Background: an optimization exercise with open tools, aiming at small area, a short achievable clock period and few clock cycles. Do not read the settings as production practice.
In this exercise RTL edits were held to simulation tests only and were not proved equivalent to the original.

==> v1: inputs <==
## fvmc
module fvmc (
    input  wire        clk,
    input  wire        rst,         
    input  wire        req,         
    input  wire        we,          
    input  wire [5:0]  addr,        
    input  wire [31:0] wdata,
    output wire        ack,         
    output reg  [31:0] rdata,       
    output wire [16:0] mot_yaw,
    output wire [16:0] mot_fwd
);
export LEC_CHECK = 0
export CAP_MARGIN = 30
export CORE_MARGIN = 2
export CORE_UTILIZATION = 52
export SETUP_SLACK_MARGIN = 2
export SLEW_MARGIN = 30
create_clock -name core_clock -period 90.0 [get_ports {clk}]
run.sh (not shown) runs the stock make flow with config.mk's settings and CLKGATE_MAP_FILE= SYNTH_SCRIPT=/design/flow/synth_recipe.tcl, a recipe that flattens the netlist after the stock synthesis.
==> v33 (differences from v1) <==
--- a/flow/design.v
+++ b/flow/design.v
@@ -801,15 +801,15 @@
         ld = 1'b1;
         ld_job = J_HEAD;
         if (ld_head_now)                                     ld_job = J_HEAD;
         else if (ld_hx_now)                                  ld_job = J_HX;
         else if (!dv_free2)                                  ld = 1'b0;
         else if (vel_pend)                                   ld_job = J_VEL;
         else if (head_pend)                                  ld_job = J_HEAD;
-        else if (big_need && !(dv_busy && dv_job == J_BIG))  ld_job = J_BIG;
+        else if (big_need && !wp_inval && !(dv_busy && dv_job == J_BIG)) ld_job = J_BIG;
         else if (turn_pend)                                  ld_job = J_TURN;
         else if (hx_pend)                                    ld_job = J_HX;
         else                                                 ld = 1'b0;
     end
     wire [31:0] opa_n = wr_opa ? wdata : opa;
     wire [31:0] opb_n = wr_opb ? wdata : opb;
     wire [31:0] head_n = wr_shead ? wdata : sens_head;
@@ -821,15 +821,18 @@
             J_HX:    ld_x = {{2{opa_n[31]}}, opa_n} - {{2{opb_n[31]}}, opb_n} + 34'sd180000;
             J_BIG:   ld_x = {a_sum[32], a_sum};
             default: ld_x = {16'd0, Wr};
         endcase
     end
     wire        ld_neg = ld_x[33];
     wire [32:0] ld_u   = ld_neg ? ~ld_x[32:0] : ld_x[32:0];
-    wire [27:0] ld_n   = (ld_job == J_BIG) ? {3'd0, ld_u[32:8]} : ld_u[33-1:6];
+    wire [27:0] ld_n   = (ld_job == J_BIG) ? {3'd0, ld_u[32:8]} :
+                         (ld_job == J_VEL) ? {14'd0, Wr[17:4]} : ld_u[32:6];
+    wire        ld_short = (ld_job != J_VEL) && (ld_n[27:12] == 16'd0);
+    wire        ld_mid   = (ld_job == J_VEL) || (ld_n[27:17] == 11'd0);
     always @(posedge clk) begin
         if (c_enq && !fifo_full)
             fifo_dist[fifo_rd + qcount[2:0]] <= mc_dist;
         if (dv_last && dv_job == J_TURN)
             fifo_tm[turn_slot] <= dv_fm;
         if (c_rxpush && !rx_full)
             rxbuf <= {rxbuf[39:0], rx_byte};
@@ -845,17 +848,20 @@
             vunr <= vunder;
         end
         if (dv_last && dv_job == J_VEL)  u_v <= st_q[8:0];
         if (ld) begin
             dv_job <= ld_job;
             dv_neg <= ld_neg;
             dv_low <= ld_u[7:0];
-            if (ld_job == J_VEL) begin
-                dv_rem <= {9'd0, Wr[17:14]};
-                dv_q   <= {Wr[13:4], 5'd0};
+            if (ld_short) begin
+                dv_rem <= ld_n[17:5];
+                dv_q   <= {ld_n[4:0], 10'd0};
+            end else if (ld_mid) begin
+                dv_rem <= ld_n[22:10];
+                dv_q   <= {ld_n[9:0], 5'd0};
             end else begin
                 dv_rem <= ld_n[27:15];
                 dv_q   <= ld_n[14:0];
             end
         end else if (dv_busy) begin
             dv_rem <= st_r;
             dv_q   <= st_q;
@@ -903,15 +909,15 @@
                     J_VEL:  vel_valid <= 1'b1;
                     default: ;
                 endcase
             end
             if (abort_big) dv_busy <= 1'b0;
             if (ld) begin
                 dv_busy <= 1'b1;
-                dv_cnt  <= (ld_job == J_VEL) ? 2'd1 : 2'd2;
+                dv_cnt  <= ld_short ? 2'd0 : ld_mid ? 2'd1 : 2'd2;
                 case (ld_job)
                     J_VEL:  vel_pend <= 1'b0;
                     J_HEAD: head_pend <= 1'b0;
                     J_TURN: turn_pend <= 1'b0;
                     J_HX:   hx_pend <= 1'b0;
                     default: ;
                 endcase
==> flow/flow/run.sh (new file) <==
#!/bin/bash
# Own layout flow: the standard ORFS flow, with the port buffers built from
# sky130_fd_sc_hd__buf_4 cells instead of the resizer's default buffer choice.
# Each tool writes its own logs under orfs/logs; the driver's output goes to standard.log.
set -o pipefail
export BUFFER_PORTS_ARGS="-buffer_cell sky130_fd_sc_hd__buf_4"
bash standard.sh > standard.log 2>&1
==> flow/standard.sh (new file) <==
#!/bin/bash
# synth_recipe.tcl (not shown) runs the flow's synth.tcl, then flattens the netlist and writes it again
# the make line also repeats each setting of config.mk as NAME=value (left out here)
make -C /OpenROAD-flow-scripts/flow DESIGN_CONFIG=/design/flow/config.mk WORK_HOME=/design/flow/orfs CLKGATE_MAP_FILE= SYNTH_SCRIPT=/design/flow/synth_recipe.tcl "${@:-finish}"
==> flow/config.mk (replaced) <==
export PLATFORM = sky130hd
export DESIGN_NAME = fvmc
export DESIGN_NICKNAME = fvmc
export VERILOG_FILES = /design/flow/design.v
export SDC_FILE = /design/flow/constraint.sdc
export NUM_CORES = 8
export LEC_CHECK = 0
export CAP_MARGIN = 30
export CORE_MARGIN = 2
export CORE_UTILIZATION = 45
export CTS_CLUSTER_DIAMETER = 100
export CTS_CLUSTER_SIZE = 22
export SETUP_SLACK_MARGIN = 2
export SLEW_MARGIN = 30
removed: flow/run.sh
==> v14 (differences from v1) <==
--- a/flow/design.v
+++ b/flow/design.v
@@ -93,16 +93,15 @@
     reg  [19:0] fifo_dist [0:7];
     reg  [18:0] fifo_tm   [0:7];   
     reg  [2:0]  fifo_rd;
     reg         turn_pend;
     reg  [2:0]  turn_slot;
     reg  [18:0] hm;                
     reg         hm_valid, head_pend;
-    reg  signed [19:0] hx_e;       
-    reg         hx_valid, hx_pend, opres_pend;
+    reg         hx_valid, hx_pend, opres_pend;    
     reg  signed [34:0] wq1r;       
     reg  [17:0] wr1r;              
     reg         vovr, vunr;
     reg         wp_valid, split_rdy;
     reg         dv_busy;
     reg  [1:0]  dv_cnt;
     reg  [2:0]  dv_job;
@@ -719,14 +718,16 @@
     wire p_ovf  = pover || punder;
     wire signed [22:0] Sq_n = pover ? SQMAX[22:0] : punder ? SQMIN[22:0] : Sq1[22:0];
     wire [17:0] Sr_n  = pover ? SRMAX : punder ? SRMIN : Sr1;
     wire [12:0] sk_n  = pover ? SKMAX : punder ? SKMIN : sk1;
     wire [1:0]  s0_n  = pover ? 2'd1 : punder ? 2'd2 : s0;
     wire signed [24:0] de = $signed({5'd0, task_dist}) - {{2{Sq_n[22]}}, Sq_n};
     wire        dist_in = (de >= -25'sd100) && (de <= 25'sd100);
+    wire [16:0] corr_yaw = corr_s((ph == 2'd1) ? {{12{eh[19]}}, eh} : {{12{eh_adv[19]}}, eh_adv});
+    wire [16:0] corr_fwd = corr_s(q_corr ? opa : {{7{de[24]}}, de});
     wire [31:0] vel_lo = {Wq[23:0], 8'd0} + {Wq[24:0], 7'd0} + {Wq[27:0], 4'd0} + {23'd0, u_v};
     wire        vel_hi = (Wq > 35'sd5368709) || (Wq == 35'sd5368709 && u_v > 9'd47);
     wire        vel_lo_sat = (Wq < -35'sd5368710) || (Wq == -35'sd5368710 && u_v < 9'd352);
     wire [31:0] vel_rd = vel_hi ? 32'h7FFF_FFFF : vel_lo_sat ? 32'h8000_0000 : vel_lo;
     always @* begin
         case (addr)
             A_ERR:     rdata = {25'd0, err};
@@ -786,80 +787,83 @@
     wire [17:0] dv_ra  = dv_neg ? (18'd159999 - dv_rau) : dv_rau;
     wire signed [16:0] dv_qa = dv_neg ? ~{2'b0, st_q} : {2'b0, st_q};
     wire wr_shead = do_wr && addr == A_SHEAD;
     wire wr_opa   = do_wr && addr == A_OPA;
     wire wr_opb   = do_wr && addr == A_OPB;
     wire wr_sax   = do_wr && addr == A_SAX;
     wire dv_free  = !dv_busy || dv_last;
-    wire ld_head_now = wr_shead && (dv_free || dv_job == J_HEAD);
-    wire ld_hx_now   = (wr_opa || wr_opb) && (dv_free || dv_job == J_HX);
     wire wp_inval    = wr_sax || c_tick;
-    wire abort_big   = dv_busy && dv_job == J_BIG && !dv_last && wp_inval;
+    wire abort_big   = dv_busy && !dv_last && ((dv_job == J_BIG && wp_inval) ||
+                                               (dv_job == J_HEAD && wr_shead) ||
+                                               (dv_job == J_HX && (wr_opa || wr_opb)));
     wire dv_free2    = dv_free || abort_big;
     reg        ld;
     reg [2:0]  ld_job;
     always @* begin
         ld = 1'b1;
         ld_job = J_HEAD;
-        if (ld_head_now)                                     ld_job = J_HEAD;
-        else if (ld_hx_now)                                  ld_job = J_HX;
-        else if (!dv_free2)                                  ld = 1'b0;
+        if (!dv_free2)                                       ld = 1'b0;
         else if (vel_pend)                                   ld_job = J_VEL;
-        else if (head_pend)                                  ld_job = J_HEAD;
-        else if (big_need && !(dv_busy && dv_job == J_BIG))  ld_job = J_BIG;
+        else if (head_pend && !wr_shead)                     ld_job = J_HEAD;
+        else if (big_need && !wp_inval && !(dv_busy && dv_job == J_BIG)) ld_job = J_BIG;
         else if (turn_pend)                                  ld_job = J_TURN;
-        else if (hx_pend)                                    ld_job = J_HX;
+        else if (hx_pend && !wr_opa && !wr_opb)              ld_job = J_HX;
         else                                                 ld = 1'b0;
     end
-    wire [31:0] opa_n = wr_opa ? wdata : opa;
-    wire [31:0] opb_n = wr_opb ? wdata : opb;
-    wire [31:0] head_n = wr_shead ? wdata : sens_head;
     reg  [33:0] ld_x;
     always @* begin
         case (ld_job)
-            J_HEAD:  ld_x = {{2{head_n[31]}}, head_n};
+            J_HEAD:  ld_x = {{2{sens_head[31]}}, sens_head};
             J_TURN:  ld_x = {{2{mc_turn[31]}}, mc_turn};
-            J_HX:    ld_x = {{2{opa_n[31]}}, opa_n} - {{2{opb_n[31]}}, opb_n} + 34'sd180000;
+            J_HX:    ld_x = {{2{opa[31]}}, opa} - {{2{opb[31]}}, opb} + 34'sd180000;
             J_BIG:   ld_x = {a_sum[32], a_sum};
             default: ld_x = {16'd0, Wr};
         endcase
     end
     wire        ld_neg = ld_x[33];
     wire [32:0] ld_u   = ld_neg ? ~ld_x[32:0] : ld_x[32:0];
-    wire [27:0] ld_n   = (ld_job == J_BIG) ? {3'd0, ld_u[32:8]} : ld_u[33-1:6];
+    wire [27:0] ld_n   = (ld_job == J_BIG) ? {3'd0, ld_u[32:8]} :
+                         (ld_job == J_VEL) ? {14'd0, Wr[17:4]} : ld_u[32:6];
+    wire        ld_short = (ld_job != J_VEL) && (ld_n[27:12] == 16'd0);
+    wire        ld_mid   = (ld_job == J_VEL) || (ld_n[27:17] == 11'd0);
     always @(posedge clk) begin
         if (c_enq && !fifo_full)
             fifo_dist[fifo_rd + qcount[2:0]] <= mc_dist;
         if (dv_last && dv_job == J_TURN)
             fifo_tm[turn_slot] <= dv_fm;
         if (c_rxpush && !rx_full)
             rxbuf <= {rxbuf[39:0], rx_byte};
         if (dv_last && dv_job == J_HEAD) hm <= dv_fm;
-        if (dv_last && dv_job == J_HX)   hx_e <= dv_e;
         if (dv_last && dv_job == J_BIG) begin
             wq1r <= {{18{dv_qa[16]}}, dv_qa};
             wr1r <= dv_ra;
         end else if (wp_go) begin
             wq1r <= Wq1[34:0];
             wr1r <= Wr1;
             vovr <= vover;
             vunr <= vunder;
         end
         if (dv_last && dv_job == J_VEL)  u_v <= st_q[8:0];
         if (ld) begin
             dv_job <= ld_job;
             dv_neg <= ld_neg;
             dv_low <= ld_u[7:0];
-            if (ld_job == J_VEL) begin
-                dv_rem <= {9'd0, Wr[17:14]};
-                dv_q   <= {Wr[13:4], 5'd0};
+            if (ld_short) begin
+                dv_rem <= ld_n[17:5];
+                dv_q   <= {ld_n[4:0], 10'd0};
+            end else if (ld_mid) begin
+                dv_rem <= ld_n[22:10];
+                dv_q   <= {ld_n[9:0], 5'd0};
             end else begin
                 dv_rem <= ld_n[27:15];
                 dv_q   <= ld_n[14:0];
             end
+        end else if (dv_last && dv_job == J_HX) begin
+            dv_rem      <= dv_e[19:7];       
+            dv_low[6:0] <= dv_e[6:0];
         end else if (dv_busy) begin
             dv_rem <= st_r;
             dv_q   <= st_q;
         end
     end
     always @(posedge clk) begin
         if (rst) begin
@@ -901,17 +905,18 @@
                     end
                     J_BIG:  split_rdy <= 1'b1;
                     J_VEL:  vel_valid <= 1'b1;
                     default: ;
                 endcase
             end
             if (abort_big) dv_busy <= 1'b0;
+            if (ld) hx_valid <= 1'b0;
             if (ld) begin
                 dv_busy <= 1'b1;
-                dv_cnt  <= (ld_job == J_VEL) ? 2'd1 : 2'd2;
+                dv_cnt  <= ld_short ? 2'd0 : ld_mid ? 2'd1 : 2'd2;
                 case (ld_job)
                     J_VEL:  vel_pend <= 1'b0;
                     J_HEAD: head_pend <= 1'b0;
                     J_TURN: turn_pend <= 1'b0;
                     J_HX:   hx_pend <= 1'b0;
                     default: ;
                 endcase
@@ -937,19 +942,19 @@
                     A_SAZ:     sens_az <= wdata;
                     A_SVALID:  sens_valid <= wdata[1:0];
                     default: ;
                 endcase
             end
             if (wr_shead) begin
                 hm_valid <= 1'b0;
-                if (!ld_head_now) head_pend <= 1'b1;
+                head_pend <= 1'b1;
             end
             if (wr_opa || wr_opb) begin
                 hx_valid <= 1'b0;
-                if (!ld_hx_now) hx_pend <= 1'b1;
+                hx_pend <= 1'b1;
             end
             if (wp_go) begin
                 wp_valid  <= 1'b1;
                 split_rdy <= 1'b0;
             end
             if (wp_inval) begin
                 wp_valid  <= 1'b0;
@@ -1005,19 +1010,22 @@
                 qcount    <= 4'd0;
                 phase     <= 2'd0;
                 r_mot_yaw <= 17'd0;
                 r_mot_fwd <= 17'd0;
                 zero_cnt  <= zero_cnt + 32'd1;
             end
             if (c_herr) begin
-                if (hx_valid)                          opres <= hx_e;
-                else if (dv_last && dv_job == J_HX)    opres <= dv_e;
-                else                                   opres_pend <= 1'b1;
+                if (hx_valid)                          opres <= {dv_rem, dv_low[6:0]};
+                else if (dv_last && dv_job == J_HX && !ld) opres <= dv_e;
+                else begin
+                    opres_pend <= 1'b1;
+                    if (!(dv_busy && dv_job == J_HX && !dv_last)) hx_pend <= 1'b1;
+                end
             end
-            if (c_corr) opres <= {3'd0, corr_s(opa)};
+            if (c_corr) opres <= {3'd0, corr_fwd};
             if (c_tick && (phase != 2'd0 || !fifo_empty)) begin
                 if (t_start) begin
                     fifo_rd   <= fifo_rd + 3'd1;
                     qcount    <= qcount - 4'd1;
                     head_def  <= !hv;
                     if (!hv) err[E_SENS] <= 1'b1;
                     mc_target <= start_target;
@@ -1034,15 +1042,15 @@
                 if (ph == 2'd1) begin
                     if (hv) begin
                         if (head_in && intol_c == 2'd1) begin
                             intol <= 2'd0;
                             phase <= 2'd2;
                         end else begin
                             intol     <= head_in ? intol_c + 2'd1 : 2'd0;
-                            r_mot_yaw <= corr_s({{12{eh[19]}}, eh});
+                            r_mot_yaw <= corr_yaw;
                             r_mot_fwd <= 17'd0;
                         end
                     end else begin
                         err[E_SENS] <= 1'b1;
                         intol     <= 2'd0;
                         r_mot_yaw <= 17'd0;
                         r_mot_fwd <= 17'd0;
@@ -1061,16 +1069,16 @@
                             phase     <= 2'd0;
                             r_mot_yaw <= 17'd0;
                             r_mot_fwd <= 17'd0;
                             zero_cnt  <= zero_cnt + 32'd1;
                             done_cnt  <= done_cnt + 32'd1;
                         end else begin
                             intol     <= dist_in ? intol + 2'd1 : 2'd0;
-                            r_mot_fwd <= corr_s({{7{de[24]}}, de});
-                            r_mot_yaw <= corr_s({{12{eh_adv[19]}}, eh_adv});
+                            r_mot_fwd <= corr_fwd;
+                            r_mot_yaw <= corr_yaw;
                         end
                     end else begin
                         err[E_SENS] <= 1'b1;
                         intol     <= 2'd0;
                         r_mot_yaw <= 17'd0;
                         r_mot_fwd <= 17'd0;
                     end
==> flow/flow/run.sh (new file) <==
#!/bin/bash
# Own layout flow: the standard ORFS flow, with the port buffers built from
# sky130_fd_sc_hd__buf_4 cells instead of the resizer's default buffer choice.
# Each tool writes its own logs under orfs/logs; the driver's output goes to standard.log.
set -o pipefail
export BUFFER_PORTS_ARGS="-buffer_cell sky130_fd_sc_hd__buf_4"
# ask the timing repair for 51 ns of setup slack at the 90 ns clock
export SETUP_SLACK_MARGIN=51
bash standard.sh > standard.log 2>&1
==> flow/standard.sh (new file) <==
#!/bin/bash
# synth_recipe.tcl (not shown) runs the flow's synth.tcl, then flattens the netlist and writes it again
# the make line also repeats each setting of config.mk as NAME=value (left out here)
make -C /OpenROAD-flow-scripts/flow DESIGN_CONFIG=/design/flow/config.mk WORK_HOME=/design/flow/orfs CLKGATE_MAP_FILE= SYNTH_SCRIPT=/design/flow/synth_recipe.tcl "${@:-finish}"
==> flow/config.mk (replaced) <==
export PLATFORM = sky130hd
export DESIGN_NAME = fvmc
export DESIGN_NICKNAME = fvmc
export VERILOG_FILES = /design/flow/design.v
export SDC_FILE = /design/flow/constraint.sdc
export NUM_CORES = 8
export LEC_CHECK = 0
export CAP_MARGIN = 30
export CORE_MARGIN = 2
export CORE_UTILIZATION = 45
export CTS_CLUSTER_DIAMETER = 100
export CTS_CLUSTER_SIZE = 22
export SLEW_MARGIN = 30
removed: flow/run.sh
==> impl_metrics.yaml <==
run_status:
  status: "timing/DRC/antenna clean"
synth:
  yosysTopAreaCell: "edfxtp_1"
  synth_cell_types: 132
sta:
  setup_ws_ns: 50.49
floorplanning:
  die_w_um: 462
finish:
  drive_gt1_share_pct: 8.73
setup_path:
  r2r_start: "fsel[0]"
  cp-startpoint: "addr[5]"
grt:
  met3_usage_pct: 8.17
routing:
  routedWlPerCell_um: 33.0
place:
  post_dp_cell_area_um2: 99100
clock_tree:
  cts_made_buffers: 77
The numbers above come from v33.

==> impl_metrics.yaml <==
run_status:
  status: "timing/DRC/antenna clean"
synth:
  synth-simple-area-share_pct: 17.4
  synth_cell_types: 116
  yosysTopAreaCell: "dfxtp_1"
clock_tree:
  cts_made_buffers: 76
  htree_levels: 3
floorplanning:
  die_w_um: 459
grt:
  met3_usage_pct: 11.1
routing:
  routedWlPerCell_um: 34.3
  dr.pass1.iters: 8
sta:
  setup_ws_ns: 50.85
setup_path:
  cp-startpoint: "addr[1]"
finish:
  drive_gt1_share_pct: 8.39
hold_path:
  holdPathStages: 2
The numbers above come from v14.

==> impl_metrics.yaml <==
grt:
  grt_util_all_layers_pct: 48.3
  met3_usage_pct: 14.2
floorplanning:
  die_w_um: 427
setup_path:
  cp-startpoint: "addr[1]"
  r2r_start: "fsel[0]"
finish:
  drive_gt1_share_pct: 8.61
routing:
  drt_wl_total_um: 451000
  routedWlPerCell_um: 34.2
sta:
  setup_ws_ns: 49.31
  slew_headroom_pct: 20.8
  period_share_pct: 45.2
clock_tree:
  cts_tree: "yes"
  cts_made_buffers: 142
synth:
  synth_cell_types: 120
  yosysTopAreaCell: "edfxtp_1"
  synth-compound-area-share_pct: 20.4
hold_path:
  holdCritStartpoint: "sk[7]"
place:
  post_dp_cell_area_um2: 97800
run_status:
  status: "timing/DRC/antenna clean"
The numbers above come from v1.

Testbench counts of v1, summed over its fixed seeds: cycles 162,131.
Testbench counts of v33, summed over its fixed seeds: cycles 161,129.
Testbench counts of v14, summed over its fixed seeds: cycles 161,913.

## port drivers added, routing unchanged
No port has a modelled driver above. Below, the same layouts with a new extraction and two added sets of constraints. Step 1 assumes that a clkbuf_16 drives the clock port and a buf_2 every other input. Step 2 also shifts input and output timing later by t, the mid clock arrival at the registers, as if the neighbouring blocks saw the same clock. a / b / c = ideal ports / drivers / drivers and shift; a / b = the first two.
| run | t, ns | slack for setup (ns) | worst register clock-pin slew, ns |
|---|---|---|---|
| v1 | 0.932 | 49.307 / 49.160 / 49.160 | 0.07 / 0.07 |
| v33 | 0.866 | 50.487 / 50.455 / 50.455 | 0.10 / 0.10 |
| v14 | 0.841 | 50.847 / 50.681 / 50.681 | 0.11 / 0.11 |
After both steps every run listed still meets setup and hold. The setup slack of v14, which loses most, moves by -0.166 ns with the drivers and by -0.166 ns with both steps.
